Background: an optimization exercise with open tools, aiming at small area. Do not read the settings as production practice. Function was checked by simulation only, so behaviour that the tests miss may differ from the original. No activity file was given, so power comes from the tool's default toggle rates.

## optommp_parser
module optommp_parser (
    input  wire        clk,
    input  wire        rst,
    input  wire        req_valid,
    input  wire        req_write,
    input  wire        req_space,
    input  wire        req_size,
    input  wire [7:0]  req_addr,
    input  wire [31:0] req_wdata,
    output reg         rsp_valid,
    output reg  [31:0] rsp_rdata,
    output reg         rsp_err,
    output wire        irq
);
    localparam [3:0] E_BADCMD = 4'h1, E_BUSY = 4'h2, E_ORC_SHORT = 4'h3,
                     E_BUFLEN = 4'h4, E_VIEW = 4'h5;
    reg [511:0] bufm;                
    reg         busy, busy_d, done, err;
    reg [1:0]   last_op;
    reg [2:0]   errcode;
    reg         irq_en;
    reg [6:0]   buf_len;
    reg [31:0]  orc_off;
    reg         match_res;
    reg [16:0]  msglen_res;
    reg         view_mode;
    reg [15:0]  view_index;
    reg [31:0]  view_data;
    reg         blk_valid;
    reg         orc_v, vs_v, vd_v, ml_v;
    reg         sv;                  
    reg         hv;                  
    reg         det;                 
    reg         s5;                  
    reg         s6;                  
    reg [3:0]   tc;                  
    reg [15:0]  dd;                  
    reg [5:0]   tl;                  
    reg [15:0]  src;                 
    reg [31:0]  qa;                  
    reg [31:0]  qb;                  
    reg [1:0]   rk;                  
    reg [7:0]   ra;
    reg         vcap;                
    wire [7:0] a = req_addr;
    wire reg_mapped = (a[1:0] == 2'b00) && (a[7] || (a[6:0] <= 7'h44));
    wire reg_ok = req_size && reg_mapped;
    wire buf_ok = (a[7:6] == 2'b00) && (!req_size || a[1:0] == 2'b00);
    wire admitted = req_space ? buf_ok : reg_ok;
    wire acc    = req_valid && admitted;
    wire wr     = acc && req_write;
    wire reg_wr = wr && !req_space;
    wire buf_wr = wr && req_space;
    wire w_cmd    = reg_wr && (a[6:2] == 5'h00) && !a[7];
    wire w_status = reg_wr && (a == 8'h04);
    wire w_ctrl   = reg_wr && (a == 8'h08);
    wire w_buflen = reg_wr && (a == 8'h0C);
    wire w_orc    = reg_wr && (a == 8'h10);
    wire w_view   = reg_wr && (a == 8'h3C);
    wire [3:0] op = req_wdata[3:0];
  ...
Size in the first run: about 2200 cells after synthesis, ~760 flip-flops, ~0.031 mm^2 of cells after synthesis.
==> flow/config.mk <==
export PLATFORM = sky130hd
export DESIGN_NAME = optommp_parser
export DESIGN_NICKNAME = optommp_parser
export VERILOG_FILES = /design/flow/design.v
export SDC_FILE = /design/flow/constraint.sdc
export NUM_CORES = 8
export LEC_CHECK = 0
export CAP_MARGIN = 10
export CORE_MARGIN = 2
export CORE_UTILIZATION = 50
export PLACE_DENSITY = 0.6
export SLEW_MARGIN = 10
==> flow/constraint.sdc <==
create_clock -name core_clock -period 12.0 [get_ports {clk}]
set_input_delay 2.4000 -clock core_clock [delete_from_list [all_inputs] [get_ports {clk}]]
set_output_delay 2.4000 -clock core_clock [all_outputs]
set_load 0.01 [all_outputs]
standard.sh (not shown) runs the stock make flow with config.mk's settings and CLKGATE_MAP_FILE= SYNTH_SCRIPT=/design/flow/synth_recipe.tcl, a recipe that flattens the netlist after the stock synthesis.
==> flow/flow/run.sh <==
#!/bin/bash
# Layout flow: the standard ORFS flow (standard.sh), except that
#  - synthesis maps the logic with an area-oriented ABC script (flow/abc.script);
#    registers, their names and cell types are those of the standard synthesis
#    (ABC only maps combinational logic);
#  - the port buffers use a small buffer cell;
#  - clock tree synthesis uses small clock buffers in small clusters, without
#    dummy loads.
set -euo pipefail
W=$PWD

# ORFS synth.tcl with its ABC call pointed at flow/abc.script
sed 's#log_cmd abc {\*}$abc_args#log_cmd abc {*}[lreplace $abc_args 1 1 '"$W"'/flow/abc.script]#' \
    "$FLOW_HOME/scripts/synth.tcl" > "$W/synth_area.tcl"
grep -q "flow/abc.script" "$W/synth_area.tcl"

# The standard flow's synthesis wrapper, sourcing the copy above
sed "s#source \$::env(SCRIPTS_DIR)/synth.tcl#source $W/synth_area.tcl#" synth_recipe.tcl > "$W/synth_recipe_area.tcl"
grep -q "synth_area.tcl" "$W/synth_recipe_area.tcl"

CTS="-sink_clustering_enable -repair_clock_nets -dont_use_dummy_load -buf_list sky130_fd_sc_hd__clkbuf_4 -sink_clustering_size 8 -sink_clustering_max_diameter 40"

# standard.sh with the synthesis wrapper above, the port buffer cell and the CTS arguments
sed -e "s#SYNTH_SCRIPT=[^ ]*#SYNTH_SCRIPT=$W/synth_recipe_area.tcl 'BUFFER_PORTS_ARGS=-buffer_cell sky130_fd_sc_hd__buf_1' 'CTS_ARGS=$CTS'#" \
    standard.sh > "$W/standard_area.sh"
grep -q "synth_recipe_area.tcl" "$W/standard_area.sh"

bash "$W/standard_area.sh" > "$W/flow_make.log" 2>&1
==> flow/flow/abc.script <==
strash
balance -l
resub -K 6 -l
rewrite -l
resub -K 6 -N 2 -l
refactor -l
resub -K 8 -l
balance -l
resub -K 8 -N 2 -l
rewrite -l
resub -K 10 -l
rewrite -z -l
resub -K 10 -N 2 -l
balance -l
resub -K 12 -l
refactor -z -l
resub -K 12 -N 2 -l
rewrite -z -l
balance -l
dch -f
amap -A 4 -F 4
topo
Then changed:
--- a/flow/design.v
+++ b/flow/design.v
@@ -290,17 +290,17 @@
     wire sw = (rk == 2'd2);
     wire sb = rk[1];
     always @(*) rsp_rdata = regv | ({32{sw}} & {rd_word[31:8], 8'd0}) | ({32{sb}} & {24'd0, x0});
     always @(posedge clk) begin
         busy_d <= busy;
         ra     <= w_view ? {2'b00, 4'd4 + (vw_mode ? vw_idx[5:2] : vw_idx[3:0]), vw_mode ? vw_idx[1:0] : 2'd3} :
                   w_cmd  ? {2'b00, o6[5:2] + 4'd3, o6[1:0]} : a;
         rk     <= (acc && !req_write) ? (req_space ? (req_size ? 2'd2 : 2'd3) : 2'd1) : 2'd0;
-        rsp_err <= !admitted;
+        rsp_err <= req_valid && !admitted;
     end
     always @(posedge clk) begin
         if (rst) begin
             rsp_valid <= 1'b0;
             vcap <= 1'b0;
             busy <= 1'b0; done <= 1'b0; err <= 1'b0;
             last_op <= 2'd0; errcode <= 3'd0;
             irq_en <= 1'b0;
@@ -329,23 +329,23 @@
             if (bwe)
                 blk_valid <= 1'b0;
             if (w_buflen && !busy && buflen_ok) begin
                 buf_len   <= req_wdata[6:0];
                 blk_valid <= 1'b0;
             end
             if (w_orc && !busy)
                 orc_v <= 1'b1;
+            if (vcap)
+                vd_v <= 1'b1;
             if (w_view && !busy) begin
                 vs_v <= 1'b1;
                 if (!view_hit)
                     vd_v <= 1'b0;
             end
-            if (vcap)
-                vd_v <= 1'b1;
             if (eng_ml && orc_ok)
                 ml_v <= 1'b1;
             if (start) begin
                 last_op <= op[1:0];
                 if (op == 4'd1)
                     match_res <= (buf_len >= 7'd4) && (bb(0) == 8'd0) && (bb(1) == 8'd0) &&
                                  (bb(2) & 8'h03) == 8'd0 && (bb(3) & 8'h0F) == 8'd0 &&
                                  !d_t[3] && (d_t != 4'd3);
Result: Hold slack gets better by 4.0 ps. Utilization hardly moves. Synthesized cell count is about the same. Sequential power stays flat. Setup slack loses 250 ps. Via count stays flat. Final cell count hardly moves. Power went up by 0.30%. Routed wire length goes down by 1.0%. Flip-flop and latch count is unchanged.

========
Setup of before:
optommp_parser, a different RTL version from the one above (not shown whole).
For scale: about 760 flip-flops, ~31,000 um2 of cells after synthesis.
Design optommp_parser, start of the top module:
module optommp_parser (
    input  wire        clk,
    input  wire        rst,
    input  wire        req_valid,
    input  wire        req_write,
    input  wire        req_space,
    input  wire        req_size,
    input  wire [7:0]  req_addr,
    input  wire [31:0] req_wdata,
    output reg         rsp_valid,
    output reg  [31:0] rsp_rdata,
    output reg         rsp_err,
    output wire        irq
);
    localparam [3:0] E_BADCMD = 4'h1, E_BUSY = 4'h2, E_ORC_SHORT = 4'h3,
                     E_BUFLEN = 4'h4, E_VIEW = 4'h5;
    reg [511:0] bufm;                
    reg         busy, busy_d, done, err;
    reg         ph;                  
    reg         ml_inc;              
    reg [1:0]   last_op;
    reg [2:0]   errcode;
    reg         irq_en;
    reg [6:0]   buf_len;
    reg [31:0]  orc_off;
    reg         match_res;
    reg [16:0]  msglen_res;
    reg         view_mode;
    reg [15:0]  view_index;
    reg [31:0]  view_data;
    reg         blk_valid;
    reg         orc_v, vs_v, vd_v, ml_v;
    reg         sv;                  
    reg         hv;                  
    reg         det;                 
    reg         s5;                  
    reg         s6;                  
    reg [3:0]   tc;                  
    reg [15:0]  dd;                  
    reg [5:0]   tl;                  
    reg [15:0]  src;                 
    reg [31:0]  qa;                  
    reg [31:0]  qb;                  
    reg [1:0]   rk;                  
    reg [7:0]   ra;
    reg         vcap;                
    wire [7:0] a = req_addr;
    wire reg_mapped = (a[1:0] == 2'b00) && (a[7] || (a[6:0] <= 7'h44));
    wire reg_ok = req_size && reg_mapped;
    wire buf_ok = (a[7:6] == 2'b00) && (!req_size || a[1:0] == 2'b00);
    wire admitted = req_space ? buf_ok : reg_ok;
    wire acc    = req_valid && admitted;
  ...
==> flow/config.mk <==
export PLATFORM = sky130hd
export DESIGN_NAME = optommp_parser
export DESIGN_NICKNAME = optommp_parser
export VERILOG_FILES = /design/flow/design.v
export SDC_FILE = /design/flow/constraint.sdc
export NUM_CORES = 8
export LEC_CHECK = 0
export CAP_MARGIN = 10
export CORE_MARGIN = 2
export CORE_UTILIZATION = 50
export PLACE_DENSITY = 0.6
export SLEW_MARGIN = 10
==> flow/constraint.sdc <==
create_clock -name core_clock -period 12.0 [get_ports {clk}]
set_input_delay 2.4000 -clock core_clock [delete_from_list [all_inputs] [get_ports {clk}]]
set_output_delay 2.4000 -clock core_clock [all_outputs]
set_load 0.01 [all_outputs]
==> flow/flow/run.sh <==
#!/bin/bash
# Layout flow: the standard ORFS flow (standard.sh), except that
#  - synthesis maps the logic with an area-oriented ABC script (flow/abc.script);
#    registers, their names and cell types are those of the standard synthesis
#    (ABC only maps combinational logic);
#  - the port buffers use a small buffer cell;
#  - clock tree synthesis uses small clock buffers in small clusters, without
#    dummy loads.
set -euo pipefail
W=$PWD

# ORFS synth.tcl with its ABC call pointed at flow/abc.script
sed 's#log_cmd abc {\*}$abc_args#log_cmd abc {*}[lreplace $abc_args 1 1 '"$W"'/flow/abc.script]#' \
    "$FLOW_HOME/scripts/synth.tcl" > "$W/synth_area.tcl"
grep -q "flow/abc.script" "$W/synth_area.tcl"

# The standard flow's synthesis wrapper, sourcing the copy above
sed "s#source \$::env(SCRIPTS_DIR)/synth.tcl#source $W/synth_area.tcl#" synth_recipe.tcl > "$W/synth_recipe_area.tcl"
grep -q "synth_area.tcl" "$W/synth_recipe_area.tcl"

CTS="-sink_clustering_enable -repair_clock_nets -dont_use_dummy_load -buf_list sky130_fd_sc_hd__clkbuf_4 -sink_clustering_size 8 -sink_clustering_max_diameter 40"

# standard.sh with the synthesis wrapper above, the port buffer cell and the CTS arguments
sed -e "s#SYNTH_SCRIPT=[^ ]*#SYNTH_SCRIPT=$W/synth_recipe_area.tcl 'BUFFER_PORTS_ARGS=-buffer_cell sky130_fd_sc_hd__buf_2' 'CTS_ARGS=$CTS'#" \
    standard.sh > "$W/standard_area.sh"
grep -q "synth_recipe_area.tcl" "$W/standard_area.sh"

bash "$W/standard_area.sh" > "$W/flow_make.log" 2>&1
Scripts as last shown in full above: flow/flow/abc.script
The inputs of after differ from those of before as listed below.
-- flow/design.v --
<<< before, line 17
    reg [511:0] bufm;                
    reg         busy, busy_d, done, err;
    reg         ph;                  
    reg         ml_inc;              
    reg [1:0]   last_op;
    reg [2:0]   errcode;
>>> after, line 17
    reg [511:0] bufm;                
    reg         busy, busy_d, done, err;
    reg [1:0]   last_op;
    reg [2:0]   errcode;
<<< before, line 112
        for (i = 0; i < 64; i = i + 1)
            if (bwe_k[i]) bufm[8*i +: 8] <= wd_lane[i % 4];
    wire eng_ml = busy && !ph && (last_op == 2'd2);    
    wire [3:0] mq  = o6[5:2];
    wire [1:0] mr  = o6[1:0];
    wire [3:0] mq1 = mq + 4'd1;
    wire [3:0] mq3 = mq + 4'd3;
    wire [3:0] mq4 = mq + 4'd4;
    wire [1:0] mrm = mr - 2'd1;
    wire [1:0] mrp = mr + 2'd1;
>>> after, line 110
        for (i = 0; i < 64; i = i + 1)
            if (bwe_k[i]) bufm[8*i +: 8] <= wd_lane[i % 4];
    wire eng_ml = busy && !busy_d && (last_op == 2'd2);    
    wire [3:0] mq3 = ra[5:2];
    wire [1:0] mr  = ra[1:0];
    wire [3:0] mq1 = mq3 - 4'd2;
    wire [3:0] mq  = mq3 - 4'd3;
    wire [3:0] mq4 = mq3 + 4'd1;
    wire [1:0] mrm = mr - 2'd1;
    wire [1:0] mrp = mr + 2'd1;
<<< before, line 125
    always @(*) begin
        for (j = 0; j < 4; j = j + 1) begin
            if (vcap)
                wsel[j] = view_mode ? (4'd4 + view_index[5:2]) : (4'd4 + view_index[3:0]);
            else if (eng_ml)
                case (j)
                    0: wsel[j] = (mr == 2'd1) ? mq1 : (mr == 2'd3) ? mq4 : mq3;
>>> after, line 123
    always @(*) begin
        for (j = 0; j < 4; j = j + 1) begin
            if (eng_ml)
                case (j)
                    0: wsel[j] = (mr == 2'd1) ? mq1 : (mr == 2'd3) ? mq4 : mq3;
<<< before, line 137
                wsel[j] = ra[5:2];
        end
        if (vcap)
            rot = view_mode ? view_index[1:0] : 2'd3;
        else if (eng_ml)
            rot = mrp;
        else
            rot = (rk == 2'd3) ? ra[1:0] : 2'd3;
    end
    wire [7:0] lane [0:3];
>>> after, line 133
                wsel[j] = ra[5:2];
        end
        if (eng_ml)
            rot = mrp;
        else
            rot = (rk == 2'd2) ? 2'd3 : ra[1:0];
    end
    wire [7:0] lane [0:3];
<<< before, line 186
    end
    wire        ml_ext = ((ml_t == 4'd1) || (ml_t == 4'd7)) && orc_14;
    wire [12:0] ml_hi  = msglen_res[16:4] + 13'd1;
    function [7:0] bb;
        input integer n;
>>> after, line 180
    end
    wire        ml_ext = ((ml_t == 4'd1) || (ml_t == 4'd7)) && orc_14;
    wire [12:0] ml_hi  = {1'b0, msglen_res[15:4]} + 13'd1;
    function [7:0] bb;
        input integer n;
<<< before, line 299
    always @(posedge clk) begin
        busy_d <= busy;
        ra     <= a;
        rk     <= (acc && !req_write) ? (req_space ? (req_size ? 2'd2 : 2'd3) : 2'd1) : 2'd0;
        rsp_err <= !admitted;
>>> after, line 293
    always @(posedge clk) begin
        busy_d <= busy;
        ra     <= w_view ? {2'b00, 4'd4 + (vw_mode ? vw_idx[5:2] : vw_idx[3:0]), vw_mode ? vw_idx[1:0] : 2'd3} :
                  w_cmd  ? {2'b00, o6[5:2] + 4'd3, o6[1:0]} : a;
        rk     <= (acc && !req_write) ? (req_space ? (req_size ? 2'd2 : 2'd3) : 2'd1) : 2'd0;
        rsp_err <= !admitted;
<<< before, line 307
            rsp_valid <= 1'b0;
            vcap <= 1'b0;
            busy <= 1'b0; ph <= 1'b0; done <= 1'b0; err <= 1'b0;
            last_op <= 2'd0; errcode <= 3'd0;
            irq_en <= 1'b0;
>>> after, line 302
            rsp_valid <= 1'b0;
            vcap <= 1'b0;
            busy <= 1'b0; done <= 1'b0; err <= 1'b0;
            last_op <= 2'd0; errcode <= 3'd0;
            irq_en <= 1'b0;
<<< before, line 326
            end
            busy <= start || eng_ml;
            ph   <= eng_ml;
            if (busy && !eng_ml)
                done <= 1'b1;
>>> after, line 321
            end
            busy <= start || eng_ml;
            if (busy && !eng_ml)
                done <= 1'b1;
<<< before, line 376
            view_data <= view_mode ? {24'd0, x0} : rd_word;
        if (!rst && eng_ml && orc_ok) begin
            msglen_res <= ml_ext ? {1'b0, x1, x0} : {12'd0, ml_base};
            ml_inc <= ml_ext;
        end
        if (!rst && busy && ph && orc_ok && ml_inc)
            msglen_res[16:4] <= ml_hi;
    end
>>> after, line 370
            view_data <= view_mode ? {24'd0, x0} : rd_word;
        if (!rst && eng_ml && orc_ok) begin
            msglen_res <= ml_ext ? {1'b1, x1, x0} : {12'd0, ml_base};
        end
        if (!rst && busy && busy_d && orc_ok && msglen_res[16])
            msglen_res[16:4] <= ml_hi;
    end
Notes after the runs:
after was carried through to the last stage, and its layout satisfied the timing, DRC and antenna checks. Looking at count of buffering cells on the critical path with inverters included, after sits 4 higher than before does. | total chip power | before vs after | ≈ equal |. For before, the capture point of the worst path was rsp_rdata[3], unlike after, where it was rsp_rdata[4]. Summary of after over before: power per standard cell area shows an increase of about 1.3%, ratio of final minimum period to clock period shows a reduction of 0.32 points, total vias in the final route shows a reduction of 451, post-synthesis instance area shows a reduction of about 0.8%, non-clock buffer count shows a reduction of 10%. On wire length, after does better than before. The power share of the combinational group in after was higher than what before gave. The critical path depth number comes out lower for before vs after.

==> port drivers added, routing unchanged <==
No port has a modelled driver above. Below, the same layouts with a new extraction and two added sets of constraints.
Step 1 assumes that a clkbuf_16 drives the clock port and a buf_2 every other input.
Step 2, shift: input delay + t, output delay - t, t = (earliest + latest rising clock arrival at the registers) / 2. This alone moves slack from input paths to output paths.
Three values: ideal, step 1, step 2; two values: the first two.
| run | t, ns | setup slack, ns | hold slack, ns | worst setup path after step 2 | clock arrival spread, ns |
|---|---|---|---|---|---|
| the first run of note 1 | 0.940 | 2.492 / 2.436 / 3.376 | 0.421 / 0.421 / 0.421 | register to output | 0.094 / 0.093 |
| the second run of note 1 | 0.945 | 2.238 / 2.183 / 3.127 | 0.425 / 0.425 / 0.425 | register to output | 0.164 / 0.163 |
| before | 0.951 | 1.782 / 1.724 / 2.675 | 0.458 / 0.458 / 0.458 | register to output | 0.138 / 0.138 |
| after | 0.961 | 1.820 / 1.760 / 2.721 | 0.457 / 0.457 / 0.457 | register to output | 0.140 / 0.140 |
After both steps every run listed still meets setup and hold.
